This design comes from an exercise in tuning for a short achievable clock period and few clock cycles on the open sky130 flow, not from production work.
In this exercise RTL edits were held to simulation tests only and were not proved equivalent to the original.
Power is estimated from default activity; no workload was simulated.

==> v20: inputs <==
==> flow/design.v <==
module cs4200_core (
    input  wire        clk,
    input  wire        rst,           
    input  wire [29:0] prog_words,    
    output wire [31:0] imem_addr,
    input  wire [31:0] imem_rdata,
    output wire [31:0] dmem_addr,
    input  wire [31:0] dmem_rdata,
    output wire        dmem_we,
    output wire [3:0]  dmem_wstrb,
    output wire [31:0] dmem_wdata,
    output wire        halted,
    output wire        faulted,
    output wire [2:0]  fault_code,
    output wire [31:0] fault_pc,
    output wire [31:0] fault_info,
    input  wire [4:0]  dbg_addr,
    output wire [31:0] dbg_data
);
    localparam [2:0] F_MISALIGNED_DATA   = 3'd1;
    localparam [2:0] F_DMEM_RANGE        = 3'd2;
    localparam [2:0] F_MISALIGNED_TARGET = 3'd3;
    localparam [2:0] F_TARGET_RANGE      = 3'd4;
    localparam [6:0] OP_R      = 7'b0110011;
    localparam [6:0] OP_I      = 7'b0010011;
    localparam [6:0] OP_LOAD   = 7'b0000011;
    localparam [6:0] OP_STORE  = 7'b0100011;
    localparam [6:0] OP_BRANCH = 7'b1100011;
    localparam [6:0] OP_LUI    = 7'b0110111;
    localparam [6:0] OP_AUIPC  = 7'b0010111;
    reg [31:0] pc;                  
    reg        x_valid;
    reg [31:0] x_pc;
    reg [31:0] x_a, x_b;            
    reg [31:0] x_sd;                
    reg [4:0]  x_rd;
    reg        x_wr;                
    reg        x_load, x_store, x_branch;
    reg [2:0]  x_f3;
    reg        x_alt;               
    reg        x_pred;              
    reg        x_tseq;              
    reg [31:0] x_tgt;               
    reg [31:0] x_alt_pc;            
    reg [63:0] bh_valid;
    reg [63:0] bh_taken;
    reg [31:0] regs [1:31];
    reg        halt_q;
    reg        fault_q;
    reg [2:0]  fault_code_q;
    reg [31:0] fault_pc_q;
    reg [31:0] fault_info_q;
    wire [31:0] prog_bytes = {prog_words, 2'b00};
    wire [31:0] sum  = x_a + x_b;
    wire [31:0] diff = x_a - x_b;
    wire        lt_s = $signed(x_a) < $signed(x_b);
    wire        lt_u = x_a < x_b;
    wire        eq   = (x_a == x_b);
    wire [31:0] sra_out = $signed(x_a) >>> x_b[4:0];
    reg [31:0] alu_out;
    always @(*) begin
        case (x_f3)
            3'b000:  alu_out = x_alt ? diff : sum;
            3'b001:  alu_out = x_a << x_b[4:0];
            3'b010:  alu_out = {31'd0, lt_s};
            3'b011:  alu_out = {31'd0, lt_u};
            3'b100:  alu_out = x_a ^ x_b;
            3'b101:  alu_out = x_alt ? sra_out : (x_a >> x_b[4:0]);
            3'b110:  alu_out = x_a | x_b;
            default: alu_out = x_a & x_b;
        endcase
    end
    wire [31:0] maddr = sum;
    wire        mem_access = x_valid && (x_load || x_store);
    wire        mem_misaligned = (x_f3[1:0] == 2'b01 && maddr[0]) ||
                                 (x_f3[1:0] == 2'b10 && maddr[1:0] != 2'b00);
    wire        mem_out_of_range = (maddr[31:12] != 20'd0);
    wire        mem_fault = mem_access && (mem_misaligned || mem_out_of_range);
    wire [31:0] rshift = dmem_rdata >> {maddr[1:0], 3'b000};
    reg  [31:0] load_val;
    always @(*) begin
        case (x_f3)
            3'b000:  load_val = {{24{rshift[7]}}, rshift[7:0]};
            3'b001:  load_val = {{16{rshift[15]}}, rshift[15:0]};
            3'b100:  load_val = {24'd0, rshift[7:0]};
            3'b101:  load_val = {16'd0, rshift[15:0]};
            default: load_val = rshift;
        endcase
    end
    reg [3:0] st_mask;
    always @(*) begin
        case (x_f3[1:0])
            2'b00:   st_mask = 4'b0001;
            2'b01:   st_mask = 4'b0011;
            default: st_mask = 4'b1111;
        endcase
    end
    assign dmem_addr  = maddr;
    assign dmem_we    = x_valid && x_store && !mem_fault;
    assign dmem_wstrb = st_mask << maddr[1:0];
    assign dmem_wdata = x_sd << {maddr[1:0], 3'b000};
    wire [31:0] x_result = x_load ? load_val : alu_out;
    reg br_cond;
    always @(*) begin
        case (x_f3)
            3'b000:  br_cond = eq;
            3'b001:  br_cond = !eq;
            3'b100:  br_cond = lt_s;
            3'b101:  br_cond = !lt_s;
            3'b110:  br_cond = lt_u;
            default: br_cond = !lt_u;
        endcase
    end
    wire br_taken = x_branch && br_cond;
    wire br_fault_misaligned = br_taken && (x_tgt[1:0] != 2'b00);
    wire br_fault_range      = br_taken && (x_tgt > prog_bytes);
    wire br_fault = x_valid && (br_fault_misaligned || br_fault_range);
    wire new_fault = mem_fault || br_fault;
    wire redirect  = x_valid && (x_pred != br_taken) && !(br_taken && x_tseq);
    wire rf_we = x_valid && x_wr && !mem_fault;
    wire [31:0] w      = imem_rdata;
    wire [6:0]  opcode = w[6:0];
    wire [2:0]  funct3 = w[14:12];
    wire [6:0]  funct7 = w[31:25];
    wire [4:0]  d_rd   = w[11:7];
    wire [4:0]  d_rs1  = w[19:15];
    wire [4:0]  d_rs2  = w[24:20];
    wire [31:0] imm_i = {{20{w[31]}}, w[31:20]};
    wire [31:0] imm_s = {{20{w[31]}}, w[31:25], w[11:7]};
    wire [31:0] imm_b = {{19{w[31]}}, w[31], w[7], w[30:25], w[11:8], 1'b0};
    wire [31:0] imm_u = {w[31:12], 12'b0};
    wire is_r   = (opcode == OP_R);
    wire is_i   = (opcode == OP_I);
    wire is_ld  = (opcode == OP_LOAD);
    wire is_st  = (opcode == OP_STORE);
    wire is_br  = (opcode == OP_BRANCH);
    wire is_lui = (opcode == OP_LUI);
    wire is_aui = (opcode == OP_AUIPC);
    wire ok_r  = (funct7 == 7'b0000000) ||
                 (funct7 == 7'b0100000 && (funct3 == 3'b000 || funct3 == 3'b101));
    wire ok_i  = (funct3 == 3'b001) ? (funct7 == 7'b0000000) :
                 (funct3 == 3'b101) ? (funct7 == 7'b0000000 || funct7 == 7'b0100000) : 1'b1;
    wire ok_ld = (funct3 == 3'b000) || (funct3 == 3'b001) || (funct3 == 3'b010) ||
                 (funct3 == 3'b100) || (funct3 == 3'b101);
    wire ok_st = (funct3 == 3'b000) || (funct3 == 3'b001) || (funct3 == 3'b010);
    wire ok_br = (funct3 != 3'b010) && (funct3 != 3'b011);
    wire d_r   = is_r  && ok_r;
    wire d_i   = is_i  && ok_i;
    wire d_ld  = is_ld && ok_ld;
    wire d_st  = is_st && ok_st;
    wire d_br  = is_br && ok_br;
    wire d_wr  = (d_r || d_i || d_ld || is_lui || is_aui) && (d_rd != 5'd0);
    wire byp1 = rf_we && (x_rd == d_rs1);
    wire byp2 = rf_we && (x_rd == d_rs2);
    wire [31:0] rf1 = (d_rs1 == 5'd0) ? 32'd0 : regs[d_rs1];
    wire [31:0] rf2 = (d_rs2 == 5'd0) ? 32'd0 : regs[d_rs2];
    wire [31:0] v1  = byp1 ? x_result : rf1;
    wire [31:0] v2  = byp2 ? x_result : rf2;
    wire [31:0] d_a = is_aui ? pc : is_lui ? 32'd0 : v1;
    wire [31:0] d_b = d_r ? v2 : d_br ? v2 : d_st ? imm_s : (is_lui || is_aui) ? imm_u : imm_i;
    wire [2:0]  d_f3  = (d_r || d_i || d_br || d_ld || d_st) ? funct3 : 3'b000;
    wire        d_alt = (d_r && funct7[5]) || (d_i && funct3 == 3'b101 && funct7[5]);
    wire [31:0] pc4    = pc + 32'd4;
    wire [31:0] tgt    = pc + imm_b;
    wire        st_pred = w[31] || ((d_rs1 == d_rs2) ? (funct3 == 3'b000 || funct3 == 3'b101 || funct3 == 3'b111)
                                                     : (funct3 == 3'b001 || funct3 == 3'b101 || funct3 == 3'b111));
    wire        d_pred = d_br && (bh_valid[pc[7:2]] ? bh_taken[pc[7:2]] : st_pred);
    wire        fetch_ok = (pc < prog_bytes);
    integer i;
    always @(posedge clk) begin
        if (rst) begin
            pc           <= 32'd0;
            x_valid      <= 1'b0;
            x_load       <= 1'b0;
            x_store      <= 1'b0;
            x_branch     <= 1'b0;
            x_wr         <= 1'b0;
            x_pred       <= 1'b0;
            bh_valid     <= 64'd0;
            halt_q       <= 1'b0;
            fault_q      <= 1'b0;
            fault_code_q <= 3'd0;
            fault_pc_q   <= 32'd0;
            fault_info_q <= 32'd0;
            for (i = 1; i < 32; i = i + 1)
                regs[i] <= 32'd0;
        end else begin
            if (rf_we)
                regs[x_rd] <= x_result;
            if (x_valid && x_branch) begin
                bh_valid[x_pc[7:2]] <= 1'b1;
                bh_taken[x_pc[7:2]] <= br_taken;
            end
            x_valid  <= fetch_ok && !redirect && !new_fault && !fault_q && !halt_q;
            x_pc     <= pc;
            x_a      <= d_a;
            x_b      <= d_b;
            x_sd     <= v2;
            x_rd     <= d_rd;
            x_wr     <= d_wr;
            x_load   <= d_ld;
            x_store  <= d_st;
            x_branch <= d_br;
            x_f3     <= d_f3;
            x_alt    <= d_alt;
            x_pred   <= d_pred;
            x_tseq   <= (imm_b == 32'd4);
            x_tgt    <= tgt;
            x_alt_pc <= d_pred ? pc4 : tgt;
            if (redirect)
                pc <= x_alt_pc;
            else if (fetch_ok)
                pc <= d_pred ? tgt : pc4;
            if (!fault_q && !halt_q) begin
                if (new_fault) begin
                    fault_q <= 1'b1;
                    fault_pc_q <= x_pc;
                    if (mem_fault) begin
                        fault_code_q <= mem_misaligned ? F_MISALIGNED_DATA : F_DMEM_RANGE;
                        fault_info_q <= maddr;
                    end else begin
                        fault_code_q <= br_fault_misaligned ? F_MISALIGNED_TARGET : F_TARGET_RANGE;
                        fault_info_q <= x_tgt;
                    end
                end else if (!fetch_ok && !redirect) begin
                    halt_q <= 1'b1;
                end
            end
        end
    end
    assign imem_addr  = pc;
    assign halted     = halt_q;
    assign faulted    = fault_q;
    assign fault_code = fault_code_q;
    assign fault_pc   = fault_pc_q;
    assign fault_info = fault_info_q;
    assign dbg_data = (dbg_addr == 5'd0) ? 32'd0 : regs[dbg_addr];
endmodule
==> flow/run.sh <==
#!/bin/bash
# synth_recipe.tcl (not shown) runs the flow's synth.tcl, then flattens the netlist and writes it again
# the make line also repeats each setting of config.mk as NAME=value (left out here)
make -C /OpenROAD-flow-scripts/flow DESIGN_CONFIG=/design/flow/config.mk WORK_HOME=/design/flow/orfs CLKGATE_MAP_FILE= SYNTH_SCRIPT=/design/flow/synth_recipe.tcl finish
==> flow/config.mk <==
export PLATFORM = sky130hd
export DESIGN_NAME = cs4200_core
export DESIGN_NICKNAME = cs4200_core
export VERILOG_FILES = /design/flow/design.v
export SDC_FILE = /design/flow/constraint.sdc
export NUM_CORES = 4
export LEC_CHECK = 0
export ABC_CLOCK_PERIOD_IN_PS = 4500
export CAP_MARGIN = 20
export CORE_MARGIN = 6
export CORE_UTILIZATION = 40
export SETUP_SLACK_MARGIN = 3.5
export SLEW_MARGIN = 20
==> flow/constraint.sdc <==
create_clock -name core_clock -period 8.5 [get_ports {clk}]
set_input_delay 1.7000 -clock core_clock [delete_from_list [all_inputs] [get_ports {clk}]]
set_output_delay 1.7000 -clock core_clock [all_outputs]
set_load 0.01 [all_outputs]
==> v3 (differences from v20) <==
--- a/flow/design.v
+++ b/flow/design.v
@@ -45,6 +45,15 @@
     reg [63:0] bh_valid;
     reg [63:0] bh_taken;
     reg [31:0] regs [1:31];
+    reg [31:1] zf;
+    wire [31:0] rf_all [0:31];
+    assign rf_all[0] = 32'd0;
+    genvar g;
+    generate
+        for (g = 1; g < 32; g = g + 1) begin : rf_rd
+            assign rf_all[g] = regs[g];
+        end
+    endgenerate
     reg        halt_q;
     reg        fault_q;
     reg [2:0]  fault_code_q;
@@ -70,13 +79,18 @@
             default: alu_out = x_a & x_b;
         endcase
     end
-    wire [31:0] maddr = sum;
+    wire [12:0] lo_sum = {1'b0, x_a[11:0]} + {1'b0, x_b[11:0]};
+    wire [19:0] hx = x_a[31:12] ^ x_b[31:12];
+    wire [18:0] ho = x_a[30:12] | x_b[30:12];
+    wire        hi_rest = &(hx[19:1] ~^ ho[18:0]);
+    wire        hi_zero = hi_rest && (hx[0] == lo_sum[12]);
+    wire [31:0] maddr = sum;        
     wire        mem_access = x_valid && (x_load || x_store);
-    wire        mem_misaligned = (x_f3[1:0] == 2'b01 && maddr[0]) ||
-                                 (x_f3[1:0] == 2'b10 && maddr[1:0] != 2'b00);
-    wire        mem_out_of_range = (maddr[31:12] != 20'd0);
+    wire        mem_misaligned = (x_f3[1:0] == 2'b01 && lo_sum[0]) ||
+                                 (x_f3[1:0] == 2'b10 && lo_sum[1:0] != 2'b00);
+    wire        mem_out_of_range = !hi_zero;
     wire        mem_fault = mem_access && (mem_misaligned || mem_out_of_range);
-    wire [31:0] rshift = dmem_rdata >> {maddr[1:0], 3'b000};
+    wire [31:0] rshift = dmem_rdata >> {lo_sum[1:0], 3'b000};
     reg  [31:0] load_val;
     always @(*) begin
         case (x_f3)
@@ -95,10 +109,10 @@
             default: st_mask = 4'b1111;
         endcase
     end
-    assign dmem_addr  = maddr;
+    assign dmem_addr  = {20'd0, lo_sum[11:0]};
     assign dmem_we    = x_valid && x_store && !mem_fault;
-    assign dmem_wstrb = st_mask << maddr[1:0];
-    assign dmem_wdata = x_sd << {maddr[1:0], 3'b000};
+    assign dmem_wstrb = st_mask << lo_sum[1:0];
+    assign dmem_wdata = x_sd << {lo_sum[1:0], 3'b000};
     wire [31:0] x_result = x_load ? load_val : alu_out;
     reg br_cond;
     always @(*) begin
@@ -118,6 +132,10 @@
     wire new_fault = mem_fault || br_fault;
     wire redirect  = x_valid && (x_pred != br_taken) && !(br_taken && x_tseq);
     wire rf_we = x_valid && x_wr && !mem_fault;
+    wire        x_addop  = (x_f3 == 3'b000) && !x_load && !x_store && !x_branch;
+    wire [31:0] zx       = x_a ^ x_b;
+    wire        add_zero = !zx[0] && (&(zx[31:1] ~^ (x_a[30:0] | x_b[30:0])));
+    wire        x_zero   = x_alt ? eq : add_zero;
     wire [31:0] w      = imem_rdata;
     wire [6:0]  opcode = w[6:0];
     wire [2:0]  funct3 = w[14:12];
@@ -152,8 +170,8 @@
     wire d_wr  = (d_r || d_i || d_ld || is_lui || is_aui) && (d_rd != 5'd0);
     wire byp1 = rf_we && (x_rd == d_rs1);
     wire byp2 = rf_we && (x_rd == d_rs2);
-    wire [31:0] rf1 = (d_rs1 == 5'd0) ? 32'd0 : regs[d_rs1];
-    wire [31:0] rf2 = (d_rs2 == 5'd0) ? 32'd0 : regs[d_rs2];
+    wire [31:0] rf1 = rf_all[d_rs1];
+    wire [31:0] rf2 = rf_all[d_rs2];
     wire [31:0] v1  = byp1 ? x_result : rf1;
     wire [31:0] v2  = byp2 ? x_result : rf2;
     wire [31:0] d_a = is_aui ? pc : is_lui ? 32'd0 : v1;
@@ -164,7 +182,13 @@
     wire [31:0] tgt    = pc + imm_b;
     wire        st_pred = w[31] || ((d_rs1 == d_rs2) ? (funct3 == 3'b000 || funct3 == 3'b101 || funct3 == 3'b111)
                                                      : (funct3 == 3'b001 || funct3 == 3'b101 || funct3 == 3'b111));
-    wire        d_pred = d_br && (bh_valid[pc[7:2]] ? bh_taken[pc[7:2]] : st_pred);
+    wire [4:0]  zr_idx   = (d_rs2 == 5'd0) ? d_rs1 : d_rs2;
+    wire        zr_xw    = x_valid && x_wr && (x_rd == zr_idx);
+    wire        zr_val   = (zr_idx == 5'd0) ? 1'b1 : zr_xw ? x_zero : zf[zr_idx];
+    wire        zr_known = (funct3[2:1] == 2'b00) && ((d_rs1 == 5'd0) || (d_rs2 == 5'd0)) &&
+                           !(zr_xw && !x_addop);
+    wire        d_pred = d_br && (zr_known ? (zr_val ^ funct3[0]) :
+                                  bh_valid[pc[7:2]] ? bh_taken[pc[7:2]] : st_pred);
     wire        fetch_ok = (pc < prog_bytes);
     integer i;
     always @(posedge clk) begin
@@ -184,9 +208,12 @@
             fault_info_q <= 32'd0;
             for (i = 1; i < 32; i = i + 1)
                 regs[i] <= 32'd0;
+            zf           <= {31{1'b1}};
         end else begin
-            if (rf_we)
+            if (rf_we) begin
                 regs[x_rd] <= x_result;
+                zf[x_rd]   <= (x_result == 32'd0);
+            end
             if (x_valid && x_branch) begin
                 bh_valid[x_pc[7:2]] <= 1'b1;
                 bh_taken[x_pc[7:2]] <= br_taken;
@@ -234,5 +261,5 @@
     assign fault_code = fault_code_q;
     assign fault_pc   = fault_pc_q;
     assign fault_info = fault_info_q;
-    assign dbg_data = (dbg_addr == 5'd0) ? 32'd0 : regs[dbg_addr];
+    assign dbg_data = rf_all[dbg_addr];
 endmodule
--- a/flow/config.mk
+++ b/flow/config.mk
@@ -6,8 +6,8 @@
 export NUM_CORES = 4
 export LEC_CHECK = 0
 export ABC_CLOCK_PERIOD_IN_PS = 4500
-export CAP_MARGIN = 20
+export CAP_MARGIN = 30
 export CORE_MARGIN = 6
 export CORE_UTILIZATION = 40
-export SETUP_SLACK_MARGIN = 3.5
-export SLEW_MARGIN = 20
+export SETUP_SLACK_MARGIN = 4.0
+export SLEW_MARGIN = 40
==> v7 (differences from v20) <==
--- a/flow/design.v
+++ b/flow/design.v
@@ -42,8 +42,6 @@
     reg        x_tseq;              
     reg [31:0] x_tgt;               
     reg [31:0] x_alt_pc;            
-    reg [63:0] bh_valid;
-    reg [63:0] bh_taken;
     reg [31:0] regs [1:31];
     reg        halt_q;
     reg        fault_q;
@@ -162,9 +160,7 @@
     wire        d_alt = (d_r && funct7[5]) || (d_i && funct3 == 3'b101 && funct7[5]);
     wire [31:0] pc4    = pc + 32'd4;
     wire [31:0] tgt    = pc + imm_b;
-    wire        st_pred = w[31] || ((d_rs1 == d_rs2) ? (funct3 == 3'b000 || funct3 == 3'b101 || funct3 == 3'b111)
-                                                     : (funct3 == 3'b001 || funct3 == 3'b101 || funct3 == 3'b111));
-    wire        d_pred = d_br && (bh_valid[pc[7:2]] ? bh_taken[pc[7:2]] : st_pred);
+    wire        d_pred = d_br && w[31];
     wire        fetch_ok = (pc < prog_bytes);
     integer i;
     always @(posedge clk) begin
@@ -176,7 +172,6 @@
             x_branch     <= 1'b0;
             x_wr         <= 1'b0;
             x_pred       <= 1'b0;
-            bh_valid     <= 64'd0;
             halt_q       <= 1'b0;
             fault_q      <= 1'b0;
             fault_code_q <= 3'd0;
@@ -187,10 +182,6 @@
         end else begin
             if (rf_we)
                 regs[x_rd] <= x_result;
-            if (x_valid && x_branch) begin
-                bh_valid[x_pc[7:2]] <= 1'b1;
-                bh_taken[x_pc[7:2]] <= br_taken;
-            end
             x_valid  <= fetch_ok && !redirect && !new_fault && !fault_q && !halt_q;
             x_pc     <= pc;
             x_a      <= d_a;
--- a/flow/config.mk
+++ b/flow/config.mk
@@ -5,9 +5,7 @@
 export SDC_FILE = /design/flow/constraint.sdc
 export NUM_CORES = 4
 export LEC_CHECK = 0
-export ABC_CLOCK_PERIOD_IN_PS = 4500
 export CAP_MARGIN = 20
 export CORE_MARGIN = 6
 export CORE_UTILIZATION = 40
-export SETUP_SLACK_MARGIN = 3.5
 export SLEW_MARGIN = 20
==> summary of the runs <==
Flip-flop and latch count: v7 is lower than v20 (128).
v7 completed without violations. v20 finished but failed the layout checks on max-slew violations. v3 never finished: it broke off in global routing (5_1_grt).
Clock skew: v20 is higher than v7 (0.019 ns).
Between v20 and v7, the lower sequential share of layout area is in v20 (gap 3.6 points).
Of v20 and v7, v20 has the higher non-clock buffer count (gap 503).
==> figures <==
Status: v20 finished with violations; v3 did not finish; v7 complete, no violations
Failing step: v20 -; v3 global routing (5_1_grt); v7 -
Violated checks: v20 max-slew violations; v3 -; v7 -
Seq cells post-synth: v20 1459; v3 1458; v7 1331
Compound-Gate Fraction of Synth Area: v20 9.20%; v3 23.6%; v7 7.54%
Total leakage power: v20 42.4 nW; v3 -; v7 35.3 nW
Number of flip-flops in the largest register: v20 1024; v3 -; v7 1024
Xor/xnor share of the synthesized area: v20 1.17%; v3 1.73%; v7 1.19%
Routed wirelength normalized by instance count: v20 40.2 um; v3 -; v7 38.4 um
Leading power group: v20 registers; v3 -; v7 registers
Number of buffers created by CTS: v20 168; v3 165; v7 153
CP Launch Point: v20 x_b[0]$_DFFE_PN_; v3 -; v7 x_b[1]$_DFFE_PN_
Testbench counts of v20, summed over its fixed seeds: cycles 83,761.
Testbench counts of v3, summed over its fixed seeds: cycles 82,748.
Testbench counts of v7, summed over its fixed seeds: cycles 87,009.

static timing again, ports no longer ideal:
How much do the figures lean on ideal ports? The routed layouts below were timed once more, with nothing changed but the port constraints. Step 1 sets driving cells, clkbuf_16 on the clock port and buf_2 on the other inputs (assumed; they add their load-dependent delay and slew). Step 2 also shifts input and output timing later by t, the mid clock arrival at the registers, as if the neighbouring blocks saw the same clock. Three values: no drivers, after step 1, after step 2; two values: the first two.
| run | t, ns | setup WS [ns] | hold WS [ns] | clock arrival spread, ns | worst data-port slew with drivers (ns) |
|---|---|---|---|---|---|
| v20 | 0.936 | 2.211 / 2.109 / 2.143 | 0.461 / 0.461 / 0.461 | 0.084 / 0.083 | 0.78 |
| v7 | 0.903 | 0.418 / 0.327 / 1.054 | 0.470 / 0.470 / 0.470 | 0.057 / 0.057 | 0.12 |
The setup slack of v20, which loses most, moves by -0.102 ns with the drivers and by -0.068 ns with both steps.
